This is an optimization exercise on Yosys and OpenROAD, whose aim is small area, a short achievable clock period and few clock cycles, not a production implementation.
Function was checked by simulation only, so behaviour that the tests miss may differ from the original.
Power is estimated from default activity; no workload was simulated.

## ice_rx
module ice_rx (
    input  wire        clk,
    input  wire        rst,
    input  wire        in_valid,
    input  wire [7:0]  in_data,
    output wire        in_ready,
    output reg         bit_valid,
    output reg         bit_data,
    output wire        pay_valid,
    output wire [7:0]  pay_data,
    output reg         res_valid,
    output wire [1:0]  res_tag,
    output wire [3:0]  res_code,
    output wire [16:0] res_count,
    output wire [7:0]  res_f0,
    output wire [7:0]  res_f1,
    output wire [7:0]  res_f2,
    output wire [7:0]  res_f3,
    output wire [7:0]  res_f4,
    output wire [7:0]  res_decl
);
    localparam [1:0] TAG_UNREC = 2'd0, TAG_GOC = 2'd1, TAG_EIN = 2'd2, TAG_MBUS = 2'd3;
    localparam [1:0] P_IDLE = 2'd0, P_LEN_HI = 2'd1, P_LEN_LO = 2'd2, P_BODY = 2'd3;
    function [15:0] crc16_byte;
        input [15:0] c;
        input [7:0]  b;
        integer i;
        reg [15:0] x;
        begin
            x = c ^ {b, 8'h00};
            for (i = 0; i < 8; i = i + 1)
                x = x[15] ? ({x[14:0], 1'b0} ^ 16'h1021) : {x[14:0], 1'b0};
            crc16_byte = x;
        end
    endfunction
    assign in_ready = 1'b1;
    reg        v_q;
    reg [7:0]  d_q;
    reg        ws_q, wl_q, wst_q, wsp_q;    
    reg [1:0]  phase;
    reg [1:0]  chan;
    reg [15:0] r;            
    reg [16:0] c;            
    reg [7:0]  hdr0, hdr1, hdr2, hdr3, hdr4, decl;
    reg [15:0] ck;           
    reg [3:0]  code;         
    reg        last;         
    reg        pv;           
    reg        ng;           
    reg        eok;          
    reg        fst;          
    reg        hz;           
    reg        done;         
    assign res_tag   = chan;
    assign res_code  = code;
    assign res_count = c;
    assign res_f0    = hdr0;
    assign res_f1    = hdr1;
    assign res_f2    = hdr2;
    assign res_f3    = hdr3;
    assign res_f4    = hdr4;
    assign res_decl  = decl;
    assign pay_data  = d_q;
    wire is_goc  = (chan == TAG_GOC);
    wire is_ein  = (chan == TAG_EIN);
    wire is_mbus = (chan == TAG_MBUS);
    wire r_hi0   = (r[15:2] == 14'd0);
    wire r_is2   = r_hi0 & (r[1:0] == 2'd2);
    wire u       = &c[16:3];
    wire [2:0] cl = c[2:0];
    assign pay_valid = v_q & pv;
  ...
For scale: roughly 660 cells after synthesis, about 7000 um2 of cells after synthesis.
clock: 6.5 ns
lec_check: 0
cap_margin: 20
core_margin: 2
core_utilization: 60
place_density: 0.7
setup_slack_margin: 4.2
slew_margin: 20
standard.sh (not shown) runs the stock make flow with config.mk's settings and CLKGATE_MAP_FILE= SYNTH_SCRIPT=/design/flow/synth_recipe.tcl, a recipe that flattens the netlist after the stock synthesis.
==> flow/flow/run.sh <==
#!/bin/bash
set -euo pipefail
bash standard.sh \
  "BUFFER_PORTS_ARGS=-buffer_cell sky130_fd_sc_hd__buf_1" \
  "MATCH_CELL_FOOTPRINT=0" \
  "CTS_ARGS=-sink_clustering_enable -repair_clock_nets -dont_use_dummy_load -sink_clustering_size 30 -sink_clustering_max_diameter 60 -buf_list sky130_fd_sc_hd__clkbuf_8" \
  finish > standard.log 2>&1
The first run finished clean.
Testbench counts at the start, summed over its fixed seeds: cycles 66,736.
Next try:
--- a/flow/design.v
+++ b/flow/design.v
@@ -30,20 +30,22 @@
             x = c ^ {b, 8'h00};
             for (i = 0; i < 8; i = i + 1)
                 x = x[15] ? ({x[14:0], 1'b0} ^ 16'h1021) : {x[14:0], 1'b0};
             crc16_byte = x;
         end
     endfunction
     assign in_ready = 1'b1;
     reg        v_q;
     reg [7:0]  d_q;
     reg        ws_q, wl_q, wst_q, wsp_q;    
+    reg        z_q;                         
+    reg        g1_q;                        
     reg [1:0]  phase;
     reg [1:0]  chan;
     reg [15:0] r;            
     reg [16:0] c;            
     reg [7:0]  hdr0, hdr1, hdr2, hdr3, hdr4, decl;
     reg [15:0] ck;           
     reg [3:0]  code;         
     reg        last;         
     reg        pv;           
     reg        ng;           
@@ -100,44 +102,50 @@
         end else if (w_s | w_l) begin
             ev_bit = 1'b1;
         end else if (w_sp) begin
             ev_stop = 1'b1;
         end else begin
             ev_err = 1'b1; ev_code = 4'd8;
         end
     end
     wire        edge_byte = (r[1:0] == 2'd0);
     wire        word_end  = (r[1:0] == 2'd1);
-    wire        z_q       = (b == 8'd0);
-    wire        n_ng      = ng | (edge_byte & (b[7:1] != 7'd0));
+    wire        n_ng      = ng | (edge_byte & g1_q);
     wire        n_err     = err | (word_end & ev_err);
     wire        n_done    = done | (word_end & ev_stop);
     wire [16:0] c_inc    = c + 17'd1;
     wire [16:0] l_p3     = {1'b0, hdr2, hdr1[7:2], 2'b11};    
     wire [12:0] nbits    = c[13:1] - 13'd1;
     wire        len_diff = (c[16:8] != 9'd0) | (c[7:0] != decl);
     wire [7:0]  sum_n    = ck[15:8] + b;
     wire [15:0] crc_n    = crc16_byte(ck, b);
     wire        ck_bad   = (b != ck[15:8]) | (ck[7:0] != 8'd0);
     wire [15:0] len      = {r[15:8], b};
     wire        short_e  = (len[15:2] == 14'd0);
     wire        short_m  = (len[15:3] == 13'd0);
     always @(posedge clk) begin
         v_q   <= in_valid & ~rst;
         d_q   <= in_data;
         ws_q  <= (in_data >= 8'd6)  & (in_data <= 8'd14);
         wl_q  <= (in_data >= 8'd26) & (in_data <= 8'd34);
         wst_q <= (in_data >= 8'd56) & (in_data <= 8'd64);
         wsp_q <= (in_data >= 8'd86) & (in_data <= 8'd94);
+        z_q   <= (in_data == 8'd0);
+        g1_q  <= (in_data[7:1] != 7'd0);
     end
     always @(posedge clk) begin
-        begin
+        if (rst) begin
+            phase     <= P_IDLE;
+            pv        <= 1'b0;
+            res_valid <= 1'b0;
+            bit_valid <= 1'b0;
+        end else begin
             res_valid <= 1'b0;
             bit_valid <= 1'b0;
             if (v_q) begin
                 case (phase)
                 P_IDLE: begin
                     hdr0 <= b;
                     if (b == 8'h47 || b == 8'h45 || b == 8'h4D) begin
                         chan  <= (b == 8'h47) ? TAG_GOC : (b == 8'h45) ? TAG_EIN : TAG_MBUS;
                         phase <= P_LEN_HI;
                     end else begin
@@ -221,30 +229,30 @@
                                 chan <= TAG_UNREC;
                                 c    <= (hdr1[1:0] != 2'd0) ? c : l_p3;
                                 code <= 4'd0;
                             end else if (n_err) begin
                             end else if (!n_done) begin
                                 code <= 4'd9;
                             end else begin
                                 c    <= {4'd0, nbits};
                             end
                         end
+                        TAG_EIN: begin
+                            code <= 4'd0;
+                            if (ng)            code <= 4'd1;
+                            else if (len_diff) code <= 4'd2;
+                            else if (ck_bad)   code <= 4'd3;
+                        end
                         default: begin
                             code <= 4'd0;
                             if (ng)            code <= 4'd1;
                             else if (len_diff) code <= 4'd2;
                             else if (ck_bad)   code <= 4'd3;
                         end
                         endcase
                     end
                 end
                 endcase
             end
         end
-        if (rst) begin
-            phase     <= P_IDLE;
-            pv        <= 1'b0;
-            res_valid <= 1'b0;
-            bit_valid <= 1'b0;
-        end
     end
 endmodule
Effect:
- design area goes up by 4.9%
- synthesized cell count goes up by 3.5%
- non-clock buffer count goes up by 15
- power stays flat
- clock skew goes down by 0.0062 ns
- clock power goes down by about 1%
- register-to-register slack loses 0.24 ns
- clock-buffer cell count does not change
- maximum frequency goes down by 8.4%
- cell count goes up by 3.8%
- synthesized area goes up by 2.0%
- worst setup slack loses 0.23 ns
- utilization goes up by 2.9 points
- sequential power goes up by about 1%
Testbench counts after the change, summed over its fixed seeds: cycles 66,736.

## static timing again, ports no longer ideal
How much do the figures lean on ideal ports? The routed layouts below were timed once more, with nothing changed but the port constraints. Step 1, drivers: a clkbuf_16 drives clk and a buf_2 each remaining input, both assumed. Step 2 also shifts input and output timing later by t, the mid clock arrival at the registers, as if the neighbouring blocks saw the same clock. Slacks: no drivers / after step 1 / after step 2; pairs: no drivers / after step 1.
run | t, ns | setup WS [ns] | hold WS [ns] | worst register clock-pin slew, ns | pins driven straight from the clock port
the first run | 0.489 | 3.994 / 3.961 / 3.981 | 0.536 / 0.536 / 0.536 | 0.08 / 0.08 | 1
the second run | 0.473 | 3.763 / 3.763 / 3.739 | 0.498 / 0.498 / 0.498 | 0.08 / 0.08 | 1
After both steps setup and hold are still met in every run listed. The setup slack of the second run, which loses most, moves by 0.000 ns with the drivers and by -0.024 ns with both steps.
